From an optimization exercise on the open Yosys and OpenROAD flow, aimed at small area, a short achievable clock period and few clock cycles; shortcuts taken in it are not production practice.
In this exercise RTL edits were held to simulation tests only and were not proved equivalent to the original.
Power and IR drop assume default switching activity.

## run A
// scc_core
module scc_core (
    input  wire        clk,
    input  wire        rst,
    input  wire        cmd_valid,
    output wire        cmd_ready,
    input  wire [63:0] cmd_word,
    output wire        rsp_valid,
    input  wire        rsp_ready,
    output wire [63:0] rsp_word,
    output wire        prim_valid,
    output wire [3:0]  prim_kind,
    output wire [15:0] prim_addr,
    output wire [31:0] prim_arg,
    input  wire        prim_ack,
    input  wire        prim_fail,
    input  wire [7:0]  prim_rdata,
    output wire [1:0]  st_pst,
    output wire        st_strm,
    output wire        st_inited,
    output wire [2:0]  st_gpio_lvl,
    output wire [2:0]  st_gpio_dir,
    output wire        st_clk_en,
    output wire [31:0] st_clk_hz,
    output wire [3:0]  st_rail_en
);
Size: roughly 130 flip-flops, about 240 I/O pins, ~10,000 um2 of cells after synthesis.
clock: 10.0 ns
lec_check: 0
abc_area: 1
cap_margin: 20
core_margin: 2
core_utilization: 55
cts_buf_list: sky130_fd_sc_hd__clkbuf_4 sky130_fd_sc_hd__clkbuf_8
slew_margin: 20
skip_repair_tie_fanout: 1
standard.sh (not shown) runs the stock make flow with config.mk's settings and CLKGATE_MAP_FILE= SYNTH_SCRIPT=/design/flow/synth_recipe.tcl, a recipe that flattens the netlist after the stock synthesis.
==> flow/flow/run.sh <==
#!/bin/bash
set -euo pipefail
export SETUP_SLACK_MARGIN=6
export BUFFER_PORTS_ARGS="-buffer_cell sky130_fd_sc_hd__buf_1"
echo 'export DONT_USE_CELLS += sky130_fd_sc_hd__ha_1 sky130_fd_sc_hd__ha_2 sky130_fd_sc_hd__ha_4 sky130_fd_sc_hd__fa_1 sky130_fd_sc_hd__fa_2 sky130_fd_sc_hd__fa_4' >> config.mk
echo 'export SKIP_REPAIR_TIE_FANOUT = 1' >> config.mk
bash standard.sh > flow_make.log 2>&1
Testbench counts of run A, summed over its fixed seeds: cycles 21,737.
[inputs] run B vs run A
--- a/flow/config.mk
+++ b/flow/config.mk
@@ -8 +7,0 @@
-export ABC_AREA = 1
@@ -12,0 +12,2 @@
+export CTS_CLUSTER_DIAMETER = 100
+export CTS_CLUSTER_SIZE = 30
[summary]
Compared with run A, run B shows a via count that is 99 higher. From run A to run B the numbers moved as follows: final area climbed 340 um2, buffer depth of the longest clock path held, buffer count from post-CTS setup fixing went up, number of cells traversed by the worst register-to-register path fell 7. | post-route worst hold slack | higher: run B |. Layout overhead on the synthesized area for run B: 2.0 points up relative to run A.
#### Input delta (run C over run B)
--- a/flow/config.mk
+++ b/flow/config.mk
@@ -10 +10 @@
-export CORE_UTILIZATION = 55
+export CORE_UTILIZATION = 60
@@ -12,2 +11,0 @@
-export CTS_CLUSTER_DIAMETER = 100
-export CTS_CLUSTER_SIZE = 30
### Flow results
- Run C: final cell utilization of the core is 4.6 points higher than what run B reported.
- The non-clock buffer count in run C sits 3 below the value recorded for run B.
- Run B -> run C: number of top-level pins delta 0, exact match
- Compared to run B, run C has wire length of the first global-routing pass 990 um lower.
- Number of global-route vias before repair: higher on run B
- Diff run B -> run C: final design area excluding fillers now sits lower; die boundary height decreased by 4.1% relative to the old numbers.
> inputs changed (run C -> run D)
--- a/flow/flow/run.sh
+++ b/flow/flow/run.sh
@@ -3 +3 @@
-export SETUP_SLACK_MARGIN=6
+export SETUP_SLACK_MARGIN=6.55
--- a/flow/config.mk
+++ b/flow/config.mk
@@ -7,0 +8 @@
+export ABC_AREA = 1
@@ -10 +11 @@
-export CORE_UTILIZATION = 60
+export CORE_UTILIZATION = 55
--- outcome ---
Run comparison: run D commonest non-fill, non-tap cell in the layout nand2_1; run C commonest non-fill, non-tap cell in the layout buf_1
Compared with run C, run D instantiates a larger number of cells.
Looking at first-pass GRT wire length, run D sits above run C.
Global-route track usage on met3 in run D is 1.4 points below run C.
Run C leaves less setup margin than run D.
Diff run C and run D: area of the core lower in run C
Run D: proportion of power drawn by combinational gates 0.6 points above run C
Final weighted congestion of routability-driven global placement, run C and run D: lower on run C

---

scc_core, a different RTL version from the one above (not shown whole).
For scale: about 1500 cells after synthesis, about 130 flip-flops, about 240 I/O pins, ~0.011 mm^2 of cells after synthesis.
clock: 10.0 ns
lec_check: 0
cap_margin: 20
core_margin: 2
core_utilization: 40
slew_margin: 20
==> flow/flow/run.sh <==
#!/bin/bash
set -euo pipefail
export SETUP_SLACK_MARGIN=7
export BUFFER_PORTS_ARGS="-buffer_cell sky130_fd_sc_hd__buf_2"
bash standard.sh > flow_make.log 2>&1
Testbench counts at the start, summed over its fixed seeds: cycles 21,737.
Edit:
==> flow/flow/run.sh (replaced) <==
#!/bin/bash
set -euo pipefail
export SETUP_SLACK_MARGIN=7
bash standard.sh > flow_make.log 2>&1
Outcome: The changed run produced a clean layout. Critical path depth is higher by 2. Final cell count is higher by 3.6%. Core utilization is higher by 6.0 points. Clock power is lower by 4.0%.
Edit:
==> flow/run.sh (new file) <==
#!/bin/bash
# synth_recipe.tcl (not shown) runs the flow's synth.tcl, then flattens the netlist and writes it again
# the make line also repeats each setting of config.mk as NAME=value (left out here)
make -C /OpenROAD-flow-scripts/flow DESIGN_CONFIG=/design/flow/config.mk WORK_HOME=/design/flow/orfs CLKGATE_MAP_FILE= SYNTH_SCRIPT=/design/flow/synth_recipe.tcl finish
Settings changed: CORE_AREA set to 5 5 225 225, CORE_MARGIN 2 to unset, CORE_UTILIZATION 40 to unset, DIE_AREA set to 0 0 230 230.
removed: flow/flow/run.sh
removed: flow/standard.sh
The changed run completed with no timing, DRC or antenna violations.
Die area grows by well over a third.
Wire length shrinks by roughly a tenth.
Synthesized cell count does not change.
Area after synthesis is unchanged.
Setup slack gets worse by 1.6 ns.
Clock skew shrinks by 0.0036 ns.
Design area shrinks by a quarter to a third.
Final cell count shrinks slightly.
Edit:
Settings changed: CORE_AREA 5 5 225 225 to unset, CORE_MARGIN set to 2, CORE_UTILIZATION set to 40, DIE_AREA 0 0 230 230 to unset, SETUP_SLACK_MARGIN set to 5.
The new run completed without violations.
Die area came out lower by 43%.
Area after synthesis is unchanged.
Count of clock-buffer cells in the layout went down by 1.
Cell area rose by 4.0%.
Total power is lower by 1.5%.
Sequential power hardly moves.
Maximum frequency is higher by 30%.

---

alpha:
RTL: one of the versions met above, not the one the previous note started from.
For scale: about 1,600 cells after synthesis, about 130 flip-flops, roughly 240 I/O pins, roughly 10,000 µm² of cells after synthesis.
// scc_core
module scc_core (
    input  wire        clk,
    input  wire        rst,
    input  wire        cmd_valid,
    output wire        cmd_ready,
    input  wire [63:0] cmd_word,
    output wire        rsp_valid,
    input  wire        rsp_ready,
    output wire [63:0] rsp_word,
    output wire        prim_valid,
    output wire [3:0]  prim_kind,
    output wire [15:0] prim_addr,
    output wire [31:0] prim_arg,
    input  wire        prim_ack,
    input  wire        prim_fail,
    input  wire [7:0]  prim_rdata,
    output wire [1:0]  st_pst,
    output wire        st_strm,
    output wire        st_inited,
    output wire [2:0]  st_gpio_lvl,
    output wire [2:0]  st_gpio_dir,
    output wire        st_clk_en,
    output wire [31:0] st_clk_hz,
    output wire [3:0]  st_rail_en
);
    localparam [31:0] MCLK_HZ = 32'd24000000;
    localparam [3:0] P_BUSWRITE  = 4'd0;
    localparam [3:0] P_BUSREAD   = 4'd1;
    localparam [3:0] P_GPIODIR   = 4'd2;
    localparam [3:0] P_GPIOWRITE = 4'd3;
    localparam [3:0] P_CLKFREQ   = 4'd4;
    localparam [3:0] P_CLKEN     = 4'd5;
    localparam [3:0] P_RAILEN    = 4'd6;
    localparam [3:0] P_SLEEP     = 4'd7;
    localparam [3:0] P_SCOPEACQ  = 4'd8;
    localparam [3:0] P_SCOPEREL  = 4'd9;
    localparam [3:0] C_INIT = 4'd0, C_STBYON = 4'd1, C_STBYOFF = 4'd2, C_PON = 4'd3,
                     C_POFF = 4'd4, C_EXP = 4'd5, C_EXPG = 4'd6, C_GAIN = 4'd7,
                     C_SEL = 4'd8, C_STRM = 4'd12;
    reg        idle_q;      
    reg        run_q;       
    reg        rsp_q;       
    reg        abt_q;       
    reg [4:0]  upc;         
    reg [3:0]  cls;         
  ...
Settings: LEC_CHECK=0, ABC_AREA=1, CAP_MARGIN=20, CORE_MARGIN=2, CORE_UTILIZATION=60, CTS_BUF_LIST=sky130_fd_sc_hd__clkbuf_4 sky130_fd_sc_hd__clkbuf_8, SLEW_MARGIN=20, SKIP_REPAIR_TIE_FANOUT=1; clock period 10.0 ns.
==> flow/flow/run.sh <==
#!/bin/bash
set -euo pipefail
export SETUP_SLACK_MARGIN=6.4
export BUFFER_PORTS_ARGS="-buffer_cell sky130_fd_sc_hd__buf_1"
echo 'export DONT_USE_CELLS += sky130_fd_sc_hd__ha_1 sky130_fd_sc_hd__ha_2 sky130_fd_sc_hd__ha_4 sky130_fd_sc_hd__fa_1 sky130_fd_sc_hd__fa_2 sky130_fd_sc_hd__fa_4' >> config.mk
echo 'export SKIP_REPAIR_TIE_FANOUT = 1' >> config.mk
bash standard.sh > flow_make.log 2>&1
Testbench counts of alpha, summed over its fixed seeds: cycles 21,737.
Inputs modified between alpha and beta:
diff --git a/flow/flow/run.sh b/flow/flow/run.sh
--- a/flow/flow/run.sh
+++ b/flow/flow/run.sh
@@ -3 +3 @@
-export SETUP_SLACK_MARGIN=6.4
+export SETUP_SLACK_MARGIN=6
@@ -6 +5,0 @@
-echo 'export SKIP_REPAIR_TIE_FANOUT = 1' >> config.mk
diff --git a/flow/config.mk b/flow/config.mk
--- a/flow/config.mk
+++ b/flow/config.mk
@@ -8 +7,0 @@
-export ABC_AREA = 1
@@ -11 +10 @@
-export CORE_UTILIZATION = 60
+export CORE_UTILIZATION = 55
@@ -15 +13,0 @@
-export SKIP_REPAIR_TIE_FANOUT = 1
simple AND/OR/NAND/NOR gates as the main combinational cell family by area after synthesis was reported by alpha, and compound AO/OA/AOI/OAI gates by beta.
Delta (beta minus alpha): core utilization moved down; logic depth of the worst path, buffers included shows a reduction of 7.
beta: pin slew with the least headroom to its limit 0.12 ns above alpha
Higher worst hold slack was reported by alpha, not beta.

separate check: timing with driven ports:
No port has a modelled driver above. Below, the same layouts with a new extraction and two added sets of constraints. Step 1 (the two cells are an assumption about what drives the block):
set clk [get_ports {clk}]
set_driving_cell -lib_cell sky130_fd_sc_hd__clkbuf_16 $clk
set_driving_cell -lib_cell sky130_fd_sc_hd__buf_2 [delete_from_list [all_inputs] $clk]
Step 2 also shifts input and output timing later by t, the mid clock arrival at the registers, as if the neighbouring blocks saw the same clock. a / b / c = ideal ports / drivers / drivers and shift; a / b = the first two.
run	t, ns	setup slack, ns	pins driven straight from the clock port
run A	0.506	6.183 / 6.198 / 5.692	1
run B	0.494	6.011 / 6.020 / 5.526	1
run C	0.493	6.034 / 6.050 / 5.557	1
run D	0.497	6.609 / 6.587 / 6.125	1
the first run of note 2	0.480	5.265 / 5.288 / 4.808	1
the second run of note 2	0.482	5.195 / 5.212 / 4.730	1
the third run of note 2	0.495	3.559 / 3.585 / 3.090	1
the fourth run of note 2	0.473	5.034 / 5.061 / 4.588	1
alpha	0.511	6.426 / 6.447 / 5.936	1
beta	0.500	5.983 / 6.006 / 5.506	1
After both steps setup and hold are still met in every run listed. For run A, which loses most, drivers alone change the setup slack by +0.015 ns; drivers and shift together by -0.491 ns.
